Background: an optimization exercise with open tools, aiming at small area and few clock cycles. Do not read the settings as production practice. Where RTL was checked, it was by simulation tests only, not by an equivalence proof against the original. Power figures rest on the tool's default switching activity, not on a simulated workload.

==> juniper: inputs <==
==> flow/design.v <==
`default_nettype none
module can_enc (
    input  wire         clk,
    input  wire         rst,
    input  wire         in_valid,
    output wire         in_ready,
    input  wire         in_fd,
    input  wire [28:0]  in_id,
    input  wire         in_ext,
    input  wire         in_rtr,
    input  wire         in_fdf,
    input  wire         in_brs,
    input  wire [7:0]   in_len,
    input  wire [511:0] in_data,
    output wire         out_valid,
    input  wire         out_ready,
    output wire [63:0]  out_word,
    output wire         out_last,
    output wire         out_err
);
    reg len_ok;
    always @* begin
        if (in_fd) begin
            case (in_len)
                8'd0, 8'd1, 8'd2, 8'd3, 8'd4, 8'd5, 8'd6, 8'd7, 8'd8,
                8'd12, 8'd16, 8'd20, 8'd24, 8'd32, 8'd48, 8'd64:
                    len_ok = 1'b1;
                default:
                    len_ok = 1'b0;
            endcase
        end else begin
            len_ok = (in_len <= 8'd8);
        end
    end
    wire [6:0] l    = in_len[6:0];
    wire ge8  = l[6] | l[5] | l[4] | l[3];
    wire ge12 = l[6] | l[5] | l[4] | (l[3] & l[2]);
    wire ge16 = l[6] | l[5] | l[4];
    wire ge20 = l[6] | l[5] | (l[4] & (l[3] | l[2]));
    wire ge24 = l[6] | l[5] | (l[4] & l[3]);
    wire ge32 = l[6] | l[5];
    wire ge48 = l[6] | (l[5] & l[4]);
    wire ge64 = l[6];
    wire [3:0] dlc = ge12 ? {1'b1, ge24,
                             (ge16 & ~ge24) | ge48,
                             (ge12 & ~ge16) | (ge20 & ~ge24) | (ge32 & ~ge48) | ge64}
                          : l[3:0];
    wire [3:0] lastc = !in_fd  ? 4'd2 :
                       ge64    ? 4'd9 :
                       ge48    ? 4'd7 :
                       ge20    ? 4'd5 :
                       (l == 7'd0) ? 4'd1 : 4'd3;
    reg  [3:0] cnt;
    wire       last = ~len_ok | (cnt == lastc);
    assign out_valid = in_valid;
    assign out_last  = last;
    assign out_err   = ~len_ok;
    assign in_ready  = out_ready & last;
    always @(posedge clk) begin
        if (rst)
            cnt <= 4'd0;
        else if (in_valid && out_ready)
            cnt <= last ? 4'd0 : (cnt == 4'd0 && !in_fd) ? 4'd2 : cnt + 4'd1;
    end
    wire hsel = len_ok & (cnt == 4'd0);
    wire hx   = hsel & in_ext;
    wire hn   = hsel & ~in_ext;
    wire [63:0] valid;
    genvar gk, gb;
    generate
        for (gb = 0; gb < 8; gb = gb + 1) begin : g_v
            assign valid[gb]      = ge8 | (l[2:0] > gb);
            assign valid[8+gb]    = (gb < 4) ? ge12 : ge16;
            assign valid[16+gb]   = (gb < 4) ? ge20 : ge24;
            assign valid[24+gb]   = ge32;
            assign valid[32+gb]   = ge48;
            assign valid[40+gb]   = ge48;
            assign valid[48+gb]   = ge64;
            assign valid[56+gb]   = ge64;
        end
    endgenerate
    wire [63:0] sel;
    generate
        for (gk = 0; gk < 8; gk = gk + 1) begin : g_sel
            wire wsel = (cnt == gk + 2);
            for (gb = 0; gb < 8; gb = gb + 1) begin : g_b
                assign sel[8*gk+gb] = wsel & valid[8*gk+gb];
            end
        end
    endgenerate
    wire [63:0] hdr;
    assign hdr[63]    = hx;
    assign hdr[62]    = hsel & in_rtr;
    assign hdr[61]    = 1'b0;
    assign hdr[60:50] = ({11{hx}} & in_id[28:18]) | ({11{hn}} & in_id[10:0]);
    assign hdr[49:32] = {18{hx}} & in_id[17:0];
    assign hdr[31:28] = {4{hsel}} & dlc;
    assign hdr[27:26] = 2'b00;
    assign hdr[25]    = hsel & in_fd & in_fdf;
    assign hdr[24]    = hsel & in_fd & in_brs;
    assign hdr[23:0]  = 24'd0;
    generate
        for (gb = 0; gb < 8; gb = gb + 1) begin : g_out
            wire [7:0] t [0:7];
            for (gk = 0; gk < 8; gk = gk + 1) begin : g_t
                assign t[gk] = {8{sel[8*gk+gb]}} & in_data[511-64*gk-8*gb -: 8];
            end
            wire [7:0] g0 = t[0] | t[1] | t[2];
            wire [7:0] g1 = t[3] | t[4] | t[5];
            wire [7:0] g2 = t[6] | t[7] | hdr[63-8*gb -: 8];
            assign out_word[63-8*gb -: 8] = g0 | g1 | g2;
        end
    endgenerate
endmodule
module can_dec (
    input  wire         clk,
    input  wire         rst,
    input  wire         in_valid,
    output wire         in_ready,
    input  wire [63:0]  in_word,
    input  wire         in_fd,
    output wire         out_valid,
    input  wire         out_ready,
    output wire         out_err,
    output reg  [28:0]  out_id,
    output reg          out_ext,
    output reg          out_rtr,
    output reg          out_fdf,
    output reg          out_brs,
    output wire [7:0]   out_len,
    output wire [511:0] out_data,
    output reg  [2:0]   out_status,
    output wire [2:0]   out_slots
);
    wire [31:0] w0 = in_word[63:32];
    wire [31:0] w1 = in_word[31:0];
    reg       fd_r;
    reg [3:0] dlc_r;
    reg [6:0] len;
    reg [2:0] slots;
    reg [3:0] lastc;
    always @* begin
        if (fd_r) begin
            case (dlc_r)
                4'd9:    len = 7'd12;
                4'd10:   len = 7'd16;
                4'd11:   len = 7'd20;
                4'd12:   len = 7'd24;
                4'd13:   len = 7'd32;
                4'd14:   len = 7'd48;
                4'd15:   len = 7'd64;
                default: len = {3'd0, dlc_r};
            endcase
            case (dlc_r)
                4'd0:                      begin slots = 3'd1; lastc = 4'd1; end
                4'd11, 4'd12, 4'd13:       begin slots = 3'd3; lastc = 4'd5; end
                4'd14:                     begin slots = 3'd4; lastc = 4'd7; end
                4'd15:                     begin slots = 3'd5; lastc = 4'd9; end
                default:                   begin slots = 3'd2; lastc = 4'd3; end
            endcase
        end else begin
            len   = {3'd0, dlc_r};
            slots = 3'd1;
            lastc = 4'd2;
        end
    end
    assign out_len   = {1'b0, len};
    assign out_slots = slots;
    assign out_err   = ~fd_r & (dlc_r > 4'd8);
    reg  [3:0] cnt;
    reg        res_r;                        
    wire       hdr     = (cnt == 4'd0);
    wire       last    = ~hdr & (cnt == lastc);
    wire       direct  = (cnt == 4'd9);      
    wire       in_fire = in_valid && in_ready;
    assign out_valid = res_r | (in_valid & direct);
    assign in_ready  = ~(res_r | direct) | out_ready;
    always @(posedge clk) begin
        if (rst) begin
            res_r <= 1'b0;
            cnt   <= 4'd0;
        end else begin
            if (res_r && out_ready)
                res_r <= 1'b0;
            if (in_fire) begin
                if (last) begin
                    cnt   <= 4'd0;
                    res_r <= ~direct;
                end else begin
                    cnt <= (hdr && !in_fd) ? 4'd2 : cnt + 4'd1;
                end
            end
        end
    end
    always @(posedge clk) begin
        if (in_fire && hdr) begin
            fd_r       <= in_fd;
            dlc_r      <= w1[31:28];
            out_ext    <= w0[31];
            out_rtr    <= w0[30];
            out_id     <= w0[31] ? w0[28:0] : {18'd0, w0[28:18]};
            out_fdf    <= in_fd & w1[25];
            out_brs    <= in_fd & w1[24];
            out_status <= w1[2:0];
        end
    end
    wire [63:0] valid;
    genvar gk, gb;
    generate
        for (gb = 0; gb < 8; gb = gb + 1) begin : g_v
            assign valid[gb]      = (dlc_r > gb);
            assign valid[8+gb]    = (gb < 4) ? (dlc_r >= 4'd9)  : (dlc_r >= 4'd10);
            assign valid[16+gb]   = (gb < 4) ? (dlc_r >= 4'd11) : (dlc_r >= 4'd12);
            assign valid[24+gb]   = (dlc_r >= 4'd13);
            assign valid[32+gb]   = (dlc_r >= 4'd14);
            assign valid[40+gb]   = (dlc_r >= 4'd14);
            assign valid[48+gb]   = (dlc_r == 4'd15);
            assign valid[56+gb]   = (dlc_r == 4'd15);
        end
    endgenerate
    wire [7:0] at;                            
    generate
        for (gk = 0; gk < 8; gk = gk + 1) begin : g_at
            assign at[gk] = (cnt == gk + 2);
        end
    endgenerate
    reg [7:0] bmask;
    integer k;
    always @* begin
        bmask = 8'd0;
        for (k = 0; k < 8; k = k + 1)
            bmask = bmask | ({8{at[k]}} & valid[8*k +: 8]);
    end
    wire [63:0] dword;
    generate
        for (gb = 0; gb < 8; gb = gb + 1) begin : g_dw
            assign dword[63-8*gb -: 8] = in_word[63-8*gb -: 8] & {8{bmask[gb]}};
        end
    endgenerate
    reg [447:0] data_r;
    generate
        for (gk = 0; gk < 7; gk = gk + 1) begin : g_word
            always @(posedge clk) begin
                if (in_fire && (hdr || at[gk]))
                    data_r[447-64*gk -: 64] <= dword;
            end
        end
    endgenerate
    assign out_data = {data_r, dword};
endmodule
module can_codec (
    input  wire         clk,
    input  wire         rst,
    input  wire         enc_in_valid,
    output wire         enc_in_ready,
    input  wire         enc_in_fd,
    input  wire [28:0]  enc_in_id,
    input  wire         enc_in_ext,
    input  wire         enc_in_rtr,
    input  wire         enc_in_fdf,
    input  wire         enc_in_brs,
    input  wire [7:0]   enc_in_len,
    input  wire [511:0] enc_in_data,
    output wire         enc_out_valid,
    input  wire         enc_out_ready,
    output wire [63:0]  enc_out_word,
    output wire         enc_out_last,
    output wire         enc_out_err,
    input  wire         dec_in_valid,
    output wire         dec_in_ready,
    input  wire [63:0]  dec_in_word,
    input  wire         dec_in_fd,
    output wire         dec_out_valid,
    input  wire         dec_out_ready,
    output wire         dec_out_err,
    output wire [28:0]  dec_out_id,
    output wire         dec_out_ext,
    output wire         dec_out_rtr,
    output wire         dec_out_fdf,
    output wire         dec_out_brs,
    output wire [7:0]   dec_out_len,
    output wire [511:0] dec_out_data,
    output wire [2:0]   dec_out_status,
    output wire [2:0]   dec_out_slots
);
    can_enc u_enc (
        .clk       (clk),
        .rst       (rst),
        .in_valid  (enc_in_valid),
        .in_ready  (enc_in_ready),
        .in_fd     (enc_in_fd),
        .in_id     (enc_in_id),
        .in_ext    (enc_in_ext),
        .in_rtr    (enc_in_rtr),
        .in_fdf    (enc_in_fdf),
        .in_brs    (enc_in_brs),
        .in_len    (enc_in_len),
        .in_data   (enc_in_data),
        .out_valid (enc_out_valid),
        .out_ready (enc_out_ready),
        .out_word  (enc_out_word),
        .out_last  (enc_out_last),
        .out_err   (enc_out_err)
    );
    can_dec u_dec (
        .clk        (clk),
        .rst        (rst),
        .in_valid   (dec_in_valid),
        .in_ready   (dec_in_ready),
        .in_word    (dec_in_word),
        .in_fd      (dec_in_fd),
        .out_valid  (dec_out_valid),
        .out_ready  (dec_out_ready),
        .out_err    (dec_out_err),
        .out_id     (dec_out_id),
        .out_ext    (dec_out_ext),
        .out_rtr    (dec_out_rtr),
        .out_fdf    (dec_out_fdf),
        .out_brs    (dec_out_brs),
        .out_len    (dec_out_len),
        .out_data   (dec_out_data),
        .out_status (dec_out_status),
        .out_slots  (dec_out_slots)
    );
endmodule
`default_nettype wire
==> flow/flow/run.sh <==
#!/bin/bash
# Standard ORFS layout (the standard.sh, unchanged synthesis), except:
# - the port buffers are the smallest buffer cell instead of the one
#   buffer_ports picks by itself (clkdlybuf4s50_1); every port still gets
#   its own buffer;
# - the clock tree uses smaller buffers, larger sink clusters and no dummy
#   loads.
set -euo pipefail
export BUFFER_PORTS_ARGS="-buffer_cell sky130_fd_sc_hd__buf_1"
export CTS_ARGS="-sink_clustering_enable -repair_clock_nets -dont_use_dummy_load -buf_list sky130_fd_sc_hd__clkbuf_8 -sink_clustering_size 16 -sink_clustering_max_diameter 60"
bash standard.sh > standard.log 2>&1
==> flow/standard.sh <==
#!/bin/bash
# synth_recipe.tcl (not shown) runs the flow's synth.tcl, then flattens the netlist and writes it again
# the make line also repeats each setting of config.mk as NAME=value (left out here)
make -C /OpenROAD-flow-scripts/flow DESIGN_CONFIG=/design/flow/config.mk WORK_HOME=/design/flow/orfs CLKGATE_MAP_FILE= SYNTH_SCRIPT=/design/flow/synth_recipe.tcl "${@:-finish}"
==> flow/config.mk <==
export PLATFORM = sky130hd
export DESIGN_NAME = can_codec
export DESIGN_NICKNAME = can_codec
export VERILOG_FILES = /design/flow/design.v
export SDC_FILE = /design/flow/constraint.sdc
export NUM_CORES = 4
export LEC_CHECK = 0
export CAP_MARGIN = 20
export CORE_AREA = 10 10 360 360
export DIE_AREA = 0 0 370 370
export SETUP_SLACK_MARGIN = 0.1
export SLEW_MARGIN = 20
==> flow/constraint.sdc <==
create_clock -name core_clock -period 6.0 [get_ports {clk}]
set_input_delay 1.2000 -clock core_clock [delete_from_list [all_inputs] [get_ports {clk}]]
set_output_delay 1.2000 -clock core_clock [all_outputs]
set_load 0.01 [all_outputs]
==> inputs of indigo, as changes to juniper <==
--- a/flow/design.v
+++ b/flow/design.v
@@ -107,6 +107,4 @@
             end
-            wire [7:0] g0 = t[0] | t[1] | t[2];
-            wire [7:0] g1 = t[3] | t[4] | t[5];
-            wire [7:0] g2 = t[6] | t[7] | hdr[63-8*gb -: 8];
-            assign out_word[63-8*gb -: 8] = g0 | g1 | g2;
+            assign out_word[63-8*gb -: 8] = hdr[63-8*gb -: 8]
+                | t[0] | t[1] | t[2] | t[3] | t[4] | t[5] | t[6] | t[7];
         end
--- a/flow/config.mk
+++ b/flow/config.mk
@@ -10,3 +10,4 @@
 export DIE_AREA = 0 0 370 370
-export SETUP_SLACK_MARGIN = 0.1
+export PLACE_DENSITY = 0.75
+export SETUP_SLACK_MARGIN = 0.3
 export SLEW_MARGIN = 20
==> inputs of maple, as changes to juniper <==
--- a/flow/design.v
+++ b/flow/design.v
@@ -20,11 +20,22 @@
 );
-    reg len_ok;
+    reg       len_ok;
+    reg [3:0] dlc;
+    reg [3:0] lastc;
     always @* begin
+        len_ok = 1'b0;
+        dlc    = 4'd0;
+        lastc  = 4'd0;
         if (in_fd) begin
             case (in_len)
-                8'd0, 8'd1, 8'd2, 8'd3, 8'd4, 8'd5, 8'd6, 8'd7, 8'd8,
-                8'd12, 8'd16, 8'd20, 8'd24, 8'd32, 8'd48, 8'd64:
-                    len_ok = 1'b1;
-                default:
-                    len_ok = 1'b0;
+                8'd0:  begin len_ok = 1'b1; dlc = 4'd0;  lastc = 4'd1; end
+                8'd1, 8'd2, 8'd3, 8'd4, 8'd5, 8'd6, 8'd7, 8'd8:
+                       begin len_ok = 1'b1; dlc = in_len[3:0]; lastc = 4'd3; end
+                8'd12: begin len_ok = 1'b1; dlc = 4'd9;  lastc = 4'd3; end
+                8'd16: begin len_ok = 1'b1; dlc = 4'd10; lastc = 4'd3; end
+                8'd20: begin len_ok = 1'b1; dlc = 4'd11; lastc = 4'd5; end
+                8'd24: begin len_ok = 1'b1; dlc = 4'd12; lastc = 4'd5; end
+                8'd32: begin len_ok = 1'b1; dlc = 4'd13; lastc = 4'd5; end
+                8'd48: begin len_ok = 1'b1; dlc = 4'd14; lastc = 4'd7; end
+                8'd64: begin len_ok = 1'b1; dlc = 4'd15; lastc = 4'd9; end
+                default: ;
             endcase
@@ -32,24 +43,8 @@
             len_ok = (in_len <= 8'd8);
+            dlc    = in_len[3:0];
+            lastc  = len_ok ? 4'd2 : 4'd0;
         end
     end
-    wire [6:0] l    = in_len[6:0];
-    wire ge8  = l[6] | l[5] | l[4] | l[3];
-    wire ge12 = l[6] | l[5] | l[4] | (l[3] & l[2]);
-    wire ge16 = l[6] | l[5] | l[4];
-    wire ge20 = l[6] | l[5] | (l[4] & (l[3] | l[2]));
-    wire ge24 = l[6] | l[5] | (l[4] & l[3]);
-    wire ge32 = l[6] | l[5];
-    wire ge48 = l[6] | (l[5] & l[4]);
-    wire ge64 = l[6];
-    wire [3:0] dlc = ge12 ? {1'b1, ge24,
-                             (ge16 & ~ge24) | ge48,
-                             (ge12 & ~ge16) | (ge20 & ~ge24) | (ge32 & ~ge48) | ge64}
-                          : l[3:0];
-    wire [3:0] lastc = !in_fd  ? 4'd2 :
-                       ge64    ? 4'd9 :
-                       ge48    ? 4'd7 :
-                       ge20    ? 4'd5 :
-                       (l == 7'd0) ? 4'd1 : 4'd3;
     reg  [3:0] cnt;
-    wire       last = ~len_ok | (cnt == lastc);
+    wire       last = (cnt == lastc);
     assign out_valid = in_valid;
@@ -71,10 +66,10 @@
         for (gb = 0; gb < 8; gb = gb + 1) begin : g_v
-            assign valid[gb]      = ge8 | (l[2:0] > gb);
-            assign valid[8+gb]    = (gb < 4) ? ge12 : ge16;
-            assign valid[16+gb]   = (gb < 4) ? ge20 : ge24;
-            assign valid[24+gb]   = ge32;
-            assign valid[32+gb]   = ge48;
-            assign valid[40+gb]   = ge48;
-            assign valid[48+gb]   = ge64;
-            assign valid[56+gb]   = ge64;
+            assign valid[gb]      = (dlc > gb);
+            assign valid[8+gb]    = (gb < 4) ? (dlc >= 4'd9)  : (dlc >= 4'd10);
+            assign valid[16+gb]   = (gb < 4) ? (dlc >= 4'd11) : (dlc >= 4'd12);
+            assign valid[24+gb]   = (dlc >= 4'd13);
+            assign valid[32+gb]   = (dlc >= 4'd14);
+            assign valid[40+gb]   = (dlc >= 4'd14);
+            assign valid[48+gb]   = (dlc == 4'd15);
+            assign valid[56+gb]   = (dlc == 4'd15);
         end
@@ -84,3 +79,3 @@
         for (gk = 0; gk < 8; gk = gk + 1) begin : g_sel
-            wire wsel = (cnt == gk + 2);
+            wire wsel = len_ok & (cnt == gk + 2);
             for (gb = 0; gb < 8; gb = gb + 1) begin : g_b
@@ -107,6 +102,4 @@
             end
-            wire [7:0] g0 = t[0] | t[1] | t[2];
-            wire [7:0] g1 = t[3] | t[4] | t[5];
-            wire [7:0] g2 = t[6] | t[7] | hdr[63-8*gb -: 8];
-            assign out_word[63-8*gb -: 8] = g0 | g1 | g2;
+            assign out_word[63-8*gb -: 8] = hdr[63-8*gb -: 8]
+                | t[0] | t[1] | t[2] | t[3] | t[4] | t[5] | t[6] | t[7];
         end
@@ -248,3 +241,3 @@
     endgenerate
-    assign out_data = {data_r, dword};
+    assign out_data = {data_r, in_word & {64{direct}}};
 endmodule
==> flow/flow/run.sh (replaced) <==
#!/bin/bash
# Standard ORFS layout (the standard.sh, unchanged synthesis), except that
# the port buffers are the smallest buffer cell instead of the one buffer_ports
# picks by itself (clkdlybuf4s50_1). Every port still gets its own buffer.
set -euo pipefail
export BUFFER_PORTS_ARGS="-buffer_cell sky130_fd_sc_hd__buf_1"
bash standard.sh > standard.log 2>&1
--- a/flow/config.mk
+++ b/flow/config.mk
@@ -10,3 +10,3 @@
 export DIE_AREA = 0 0 370 370
-export SETUP_SLACK_MARGIN = 0.1
+export SETUP_SLACK_MARGIN = 0.3
 export SLEW_MARGIN = 20
==> run summary <==
- Between juniper and maple, the lower clock skew is in juniper (gap 0.0089 ns).
- Power: indigo < juniper < maple.
- In juniper the combinational power is higher than in indigo, by about 10%.
- Sequential cell count is the same in juniper and maple.
- Between maple and juniper, the lower sequential power is in maple (gap about 3%, measured against juniper).
- Die area is the same in indigo and maple.
Testbench counts of juniper, summed over its fixed seeds: cycles 14,450.
Testbench counts of indigo, summed over its fixed seeds: cycles 14,450.
Function not checked in maple: the RTL went through the layout flow alone.

[port drivers added, routing unchanged]
Ports are ideal in the flow. The routed layouts listed here were re-timed in OpenROAD.
Step 1 (the two cells are an assumption about what drives the block):
set clk [get_ports {clk}]
set_driving_cell -lib_cell sky130_fd_sc_hd__clkbuf_16 $clk
set_driving_cell -lib_cell sky130_fd_sc_hd__buf_2 [delete_from_list [all_inputs] $clk]
Step 2 moves the port delays by t, midway between the first and last clock arrival at a register: inputs arrive t later, outputs are due t later. That takes back most of the time a late clock gives input paths.
a / b / c = no drivers / after step 1 / after step 2; a / b = the first two.
run | t (ns) | setup WS [ns] | worst data-port slew with drivers (ns)
juniper | 0.702 | 0.324 / 0.277 / 0.277 | 0.32
indigo | 0.716 | 0.473 / 0.428 / 0.428 | 0.30
maple | 0.666 | 0.340 / 0.285 / 0.285 | 0.29
After both steps every run listed still meets setup and hold. The setup slack of maple, which loses most, moves by -0.055 ns with the drivers and by -0.055 ns with both steps.
